This is an optimization exercise on Yosys and OpenROAD, whose aim is small area, not a production implementation. In this exercise RTL edits were held to simulation tests only and were not proved equivalent to the original. Power and IR drop assume default switching activity.

lane 1:
## ts0710_codec
module ts0710_codec (
    input  wire        clk,
    input  wire        rst,           
    input  wire        compat,        
    input  wire        stat_clr,      
    input  wire        rx_valid,
    input  wire [7:0]  rx_data,
    input  wire        rx_flush,      
    output wire        rx_code_valid,
    output wire [3:0]  rx_code,
    output wire [7:0]  frm_addr,
    output wire [7:0]  frm_ctrl,
    output wire [15:0] frm_len,
    output wire [7:0]  frm_fcs,
    output wire        pay_valid,
    output wire [7:0]  pay_data,
    output wire        in_frame,
    output wire [15:0] acc_len,
    input  wire        tx_start,
    input  wire [7:0]  tx_addr,
    input  wire [7:0]  tx_ctrl,
    input  wire [15:0] tx_len,
    output wire        tx_ready,
    input  wire        tx_pl_valid,
    input  wire [7:0]  tx_pl_data,
    output wire        tx_pl_ready,
    output wire        tx_valid,
    output wire [7:0]  tx_data,
    output reg  [31:0] cnt_ok,
    output reg  [31:0] cnt_framing,
    output reg  [31:0] cnt_checksum,
    output reg  [31:0] cnt_overflow,
    output reg  [3:0]  err_flags      
);
clock: 10.0 ns
lec_check: 0
cap_margin: 20
core_margin: 2
core_utilization: 65
slew_margin: 20
standard.sh (not shown) runs the stock make flow with config.mk's settings and CLKGATE_MAP_FILE= SYNTH_SCRIPT=/design/flow/synth_recipe.tcl, a recipe that flattens the netlist after the stock synthesis.
==> flow/flow/run.sh <==
#!/bin/bash
# The standard layout with three changes:
#  - synthesis maps for area (flow/synth_prelude.tcl, flow/area.abc);
#  - plain buf_1 cells as the port buffers;
#  - a clock tree of clkbuf_8 cells on clusters of up to 17 flip-flops.
set -euo pipefail
cat flow/synth_prelude.tcl synth_recipe.tcl > area_synth.tcl
export AREA_ABC_SCRIPT="$PWD/flow/area.abc"
bash standard.sh finish "SYNTH_SCRIPT=$PWD/area_synth.tcl" \
  "BUFFER_PORTS_ARGS=-buffer_cell sky130_fd_sc_hd__buf_1" \
  "CTS_ARGS=-sink_clustering_enable -repair_clock_nets -sink_clustering_size 17 -sink_clustering_max_diameter 65 -buf_list sky130_fd_sc_hd__clkbuf_8 -dont_use_dummy_load" > standard.log 2>&1
==> flow/flow/area.abc <==
strash
&get -n
&st
&dch -f
&nf -a -R 1000
&put
strash
&get -n
&st
&dch -f
&nf -a -R 1000
&put
strash
&get -n
&st
&dch -f
&nf -a -R 1000
&put
strash
&get -n
&st
&dch -f
&nf -a -R 1000
&put
strash
&get -n
&st
&dch -f
&nf -a -R 1000
&put
strash
&get -n
&st
&dch -f
&nf -a -R 1000
&put
mfs3 -a -e
==> flow/flow/synth_prelude.tcl <==
# Area-oriented synthesis: the adders are left to ABC as plain logic, and ABC
# maps with flow/area.abc (area-oriented mapping) in place of ORFS's speed
# script. Everything else is the standard synthesis (synth_recipe.tcl,
# appended after this file), so the registers are the same.
set ::env(ADDER_MAP_FILE) ""
proc abc {args} {
  set i [lsearch -exact $args -script]
  if { $i >= 0 } {
    lset args [expr { $i + 1 }] $::env(AREA_ABC_SCRIPT)
  }
  yosys abc {*}$args
}
[inputs] lane 2 vs lane 1
==> flow/flow/area.abc <==
strash
&get -n
&st
&dch -f
&nf -a -R 1000
&put
strash
&get -n
&st
&dch -f
&nf -a -R 1000
&put
strash
&get -n
&st
&dch -f
&nf -a -R 1000
&put
mfs3 -a -e
Results
- Lane 2: PASS, flow complete, no timing, DRC or antenna violations
- Area added between synthesis and finish across lane 2 and lane 1: no real change.
- Non-clock buffer instance count of the final layout (lower): lane 1
- Compared with lane 1, lane 2 shows a signal arrival time at the worst endpoint that is 0.02 ns lower.
- Average cell area after synthesis went up slightly going from lane 1 to lane 2.
- Lower detailed placer's ending HPWL was reported by lane 2, not lane 1.
- Relative to lane 1, the non-clock inverter count in the final layout of lane 2 is lower by 1.
> inputs changed (lane 2 -> lane 3)
diff --git a/flow/flow/run.sh b/flow/flow/run.sh
--- a/flow/flow/run.sh
+++ b/flow/flow/run.sh
@@ -11 +11 @@
-  "CTS_ARGS=-sink_clustering_enable -repair_clock_nets -sink_clustering_size 17 -sink_clustering_max_diameter 65 -buf_list sky130_fd_sc_hd__clkbuf_8 -dont_use_dummy_load" > standard.log 2>&1
+  "CTS_ARGS=-sink_clustering_enable -repair_clock_nets -sink_clustering_size 17 -sink_clustering_max_diameter 65 -buf_list {sky130_fd_sc_hd__clkbuf_4 sky130_fd_sc_hd__clkbuf_8} -dont_use_dummy_load" > standard.log 2>&1
### Flow results
The flow did not stop early for lane 3: all stages ran, and the layout cleared the timing, DRC and antenna checks. Reported for lane 3 and lane 2, worst setup slack turned out identical to the last digit. Looking at lane 3 and lane 2, the number of buffers added on ports is a wash. Status: routed wire length parity (lane 3, lane 2). Compared with lane 2, in lane 3 total DRC errors in the routed layout flat; total negative setup slack flat; core utilization flat. Cell area came out exactly the same in lane 3 and lane 2. As far as total power goes, lane 3 and lane 2 are indistinguishable; the numbers are identical. Number of instances on the worst hold path came out exactly the same in lane 3 and lane 2.
Changes in lane 4 relative to lane 3:
# lane 3
export LEC_CHECK = 0
export CAP_MARGIN = 20
export CORE_MARGIN = 2
export CORE_UTILIZATION = 65
export SLEW_MARGIN = 20
create_clock -name core_clock -period 10.0 [get_ports {clk}]
# lane 4
export LEC_CHECK = 0
export CAP_MARGIN = 20
export CORE_MARGIN = 2
export CORE_UTILIZATION = 75
export SLEW_MARGIN = 20
create_clock -name core_clock -period 10.0 [get_ports {clk}]
diff --git a/flow/flow/run.sh b/flow/flow/run.sh
--- a/flow/flow/run.sh
+++ b/flow/flow/run.sh
@@ -11 +11 @@
-  "CTS_ARGS=-sink_clustering_enable -repair_clock_nets -sink_clustering_size 17 -sink_clustering_max_diameter 65 -buf_list {sky130_fd_sc_hd__clkbuf_4 sky130_fd_sc_hd__clkbuf_8} -dont_use_dummy_load" > standard.log 2>&1
+  "CTS_ARGS=-sink_clustering_enable -repair_clock_nets -sink_clustering_size 17 -sink_clustering_max_diameter 65 -buf_list sky130_fd_sc_hd__clkbuf_8 -dont_use_dummy_load" > standard.log 2>&1
diff --git a/flow/flow/area.abc b/flow/flow/area.abc
--- a/flow/flow/area.abc
+++ b/flow/flow/area.abc
@@ -0,0 +1,18 @@
+strash
+&get -n
+&st
+&dch -f
+&nf -a -R 1000
+&put
+strash
+&get -n
+&st
+&dch -f
+&nf -a -R 1000
+&put
+strash
+&get -n
+&st
+&dch -f
+&nf -a -R 1000
+&put
==> comparison <==
Lane 4: done, clean on timing, DRC and antenna
Mux cell area share after synthesis across lane 3 and lane 4: no real change.
On post-route fraction of the period consumed by the critical path, the higher figure sits with lane 4, not lane 3.
Looking at lane 3 and lane 4, the met3 usage in global routing is a wash.
Sort lane 3 and lane 4 by longest individual stage delay on the worst path, ascending, and lane 3 comes first.
Between lane 4 and lane 3, it is lane 4 whose combinational power is higher, by about 2%.
Against lane 3, first-iteration DRC count in lane 4 rose by more than a quarter.
Lane 4: first-pass GRT wire length is about 7% higher than what lane 3 reported.
In the tables for lane 3 and lane 4, mean instance size in the synthesized netlist reads higher with lane 3.
In the tables for lane 3 and lane 4, cell total after placement reads higher with lane 3.

========
red:
Another version of the RTL of ts0710_codec (not shown whole).
Size in the first run: about 1,100 cells after synthesis, about 270 I/O pins, roughly 0.012 mm^2 of cells after synthesis.
==> flow/config.mk <==
export PLATFORM = sky130hd
export DESIGN_NAME = ts0710_codec
export DESIGN_NICKNAME = ts0710_codec
export VERILOG_FILES = /design/flow/design.v
export SDC_FILE = /design/flow/constraint.sdc
export NUM_CORES = 4
export LEC_CHECK = 0
export CAP_MARGIN = 20
export CORE_MARGIN = 2
export CORE_UTILIZATION = 40
export SLEW_MARGIN = 20
==> flow/constraint.sdc <==
create_clock -name core_clock -period 10.0 [get_ports {clk}]
set_input_delay 2.0000 -clock core_clock [delete_from_list [all_inputs] [get_ports {clk}]]
set_output_delay 2.0000 -clock core_clock [all_outputs]
set_load 0.01 [all_outputs]
==> flow/flow/run.sh <==
#!/bin/bash
# The standard layout, with plain buf_1 cells as the port buffers, a clock
# tree of clkbuf_8 cells on clusters of up to 14 flip-flops, and a power
# recovery pass (cell downsizing) before global routing.
set -euo pipefail
bash standard.sh finish "BUFFER_PORTS_ARGS=-buffer_cell sky130_fd_sc_hd__buf_1" \
  "CTS_ARGS=-sink_clustering_enable -repair_clock_nets -sink_clustering_size 14 -sink_clustering_max_diameter 60 -buf_list sky130_fd_sc_hd__clkbuf_8 -dont_use_dummy_load" \
  "PRE_GLOBAL_ROUTE_TCL=$PWD/flow/recover.tcl" > standard.log 2>&1
==> flow/flow/recover.tcl <==
# Trade the large setup slack for smaller cells before routing.
repair_timing -recover_power 100 -verbose
For blue, these inputs were changed with respect to red:
==> flow/flow/run.sh <==
#!/bin/bash
# The standard layout, with plain buf_1 cells as the port buffers and a
# clock tree of clkbuf_8 cells on clusters of up to 14 flip-flops.
set -euo pipefail
bash standard.sh finish "BUFFER_PORTS_ARGS=-buffer_cell sky130_fd_sc_hd__buf_1" \
  "CTS_ARGS=-sink_clustering_enable -repair_clock_nets -sink_clustering_size 14 -sink_clustering_max_diameter 60 -buf_list sky130_fd_sc_hd__clkbuf_8 -dont_use_dummy_load" > standard.log 2>&1
-- flow/config.mk --
<<< red, line 8
export CAP_MARGIN = 20
export CORE_MARGIN = 2
export CORE_UTILIZATION = 40
export SLEW_MARGIN = 20
>>> blue, line 8
export CAP_MARGIN = 20
export CORE_MARGIN = 2
export CORE_UTILIZATION = 65
export SLEW_MARGIN = 20
removed: flow/flow/recover.tcl
--- outcome ---
- Summary of the comparison: required time of the worst setup path is lower in blue, relative to red.
- Final-layout clock buffer total (blue over red): decrease, 3
- blue reports its termination of the worst setup path as cnt_overflow[30] while red reports cnt_overflow[31].
- Between red and blue, the flow reports number of vias in the routed layout decreasing slightly.
- Sequential cell area share in blue vs red: up 0.83 points
- blue has cell count below what red had.
- Clock share of power (blue over red): decrease, 1.4 points
- Share of the core filled with cells ended up 28 points higher on blue than on red.
- blue vs red, combinational power went down by about 3%.
- blue: number of search-and-repair iterations in the first detailed-routing pass is 1 higher than what red reported.
#### Input delta (green over blue)
-- flow/config.mk --
<<< blue, line 8
export CAP_MARGIN = 20
export CORE_MARGIN = 2
export CORE_UTILIZATION = 65
export SLEW_MARGIN = 20
>>> green, line 8
export CAP_MARGIN = 20
export CORE_MARGIN = 2
export CORE_UTILIZATION = 40
export SLEW_MARGIN = 20
### Flow results
blue and green ended up with roughly the same via count. In the tables for green and blue, total length of routed met3 wires reads lower with green. In the metrics for green and blue, the one carrying the higher wire length of the first global-routing pass is green. green ended with more fraction of power spent switching nets than blue. green leaves more setup margin than blue. Via count of the first global-routing pass: green higher than blue. The wire length the detailed router placed on met1 in blue is 0.884 times that in green. As far as complex-gate fraction of the synthesized area goes, blue and green are indistinguishable; the numbers are identical.

-- afterwards: timing with drivers on the ports --
How much do the figures lean on ideal ports? The routed layouts below were timed once more, with nothing changed but the port constraints.
Step 1, drivers: a clkbuf_16 drives clk and a buf_2 each remaining input, both assumed.
Step 2 also shifts input and output timing later by t, the mid clock arrival at the registers, as if the neighbouring blocks saw the same clock.
a / b / c = ideal ports / drivers / drivers and shift; a / b = the first two.
run	shift t [ns]	slack for setup (ns)	worst setup path after step 2	worst register clock-pin slew, ns	worst data-port slew with drivers (ns)
lane 1	0.546	4.126 / 4.126 / 4.126	register to register	0.11 / 0.11	0.05
lane 2	0.537	4.150 / 4.150 / 4.150	register to register	0.11 / 0.11	0.05
lane 3	0.537	4.150 / 4.150 / 4.150	register to register	0.11 / 0.11	0.05
lane 4	0.539	3.849 / 3.849 / 3.849	register to register	0.11 / 0.11	0.05
red	0.597	3.102 / 3.102 / 3.102	register to register	0.09 / 0.09	0.06
blue	0.581	3.024 / 3.024 / 3.024	register to register	0.10 / 0.10	0.07
green	0.599	3.102 / 3.102 / 3.102	register to register	0.09 / 0.09	0.06
After both steps setup and hold are still met in every run listed.
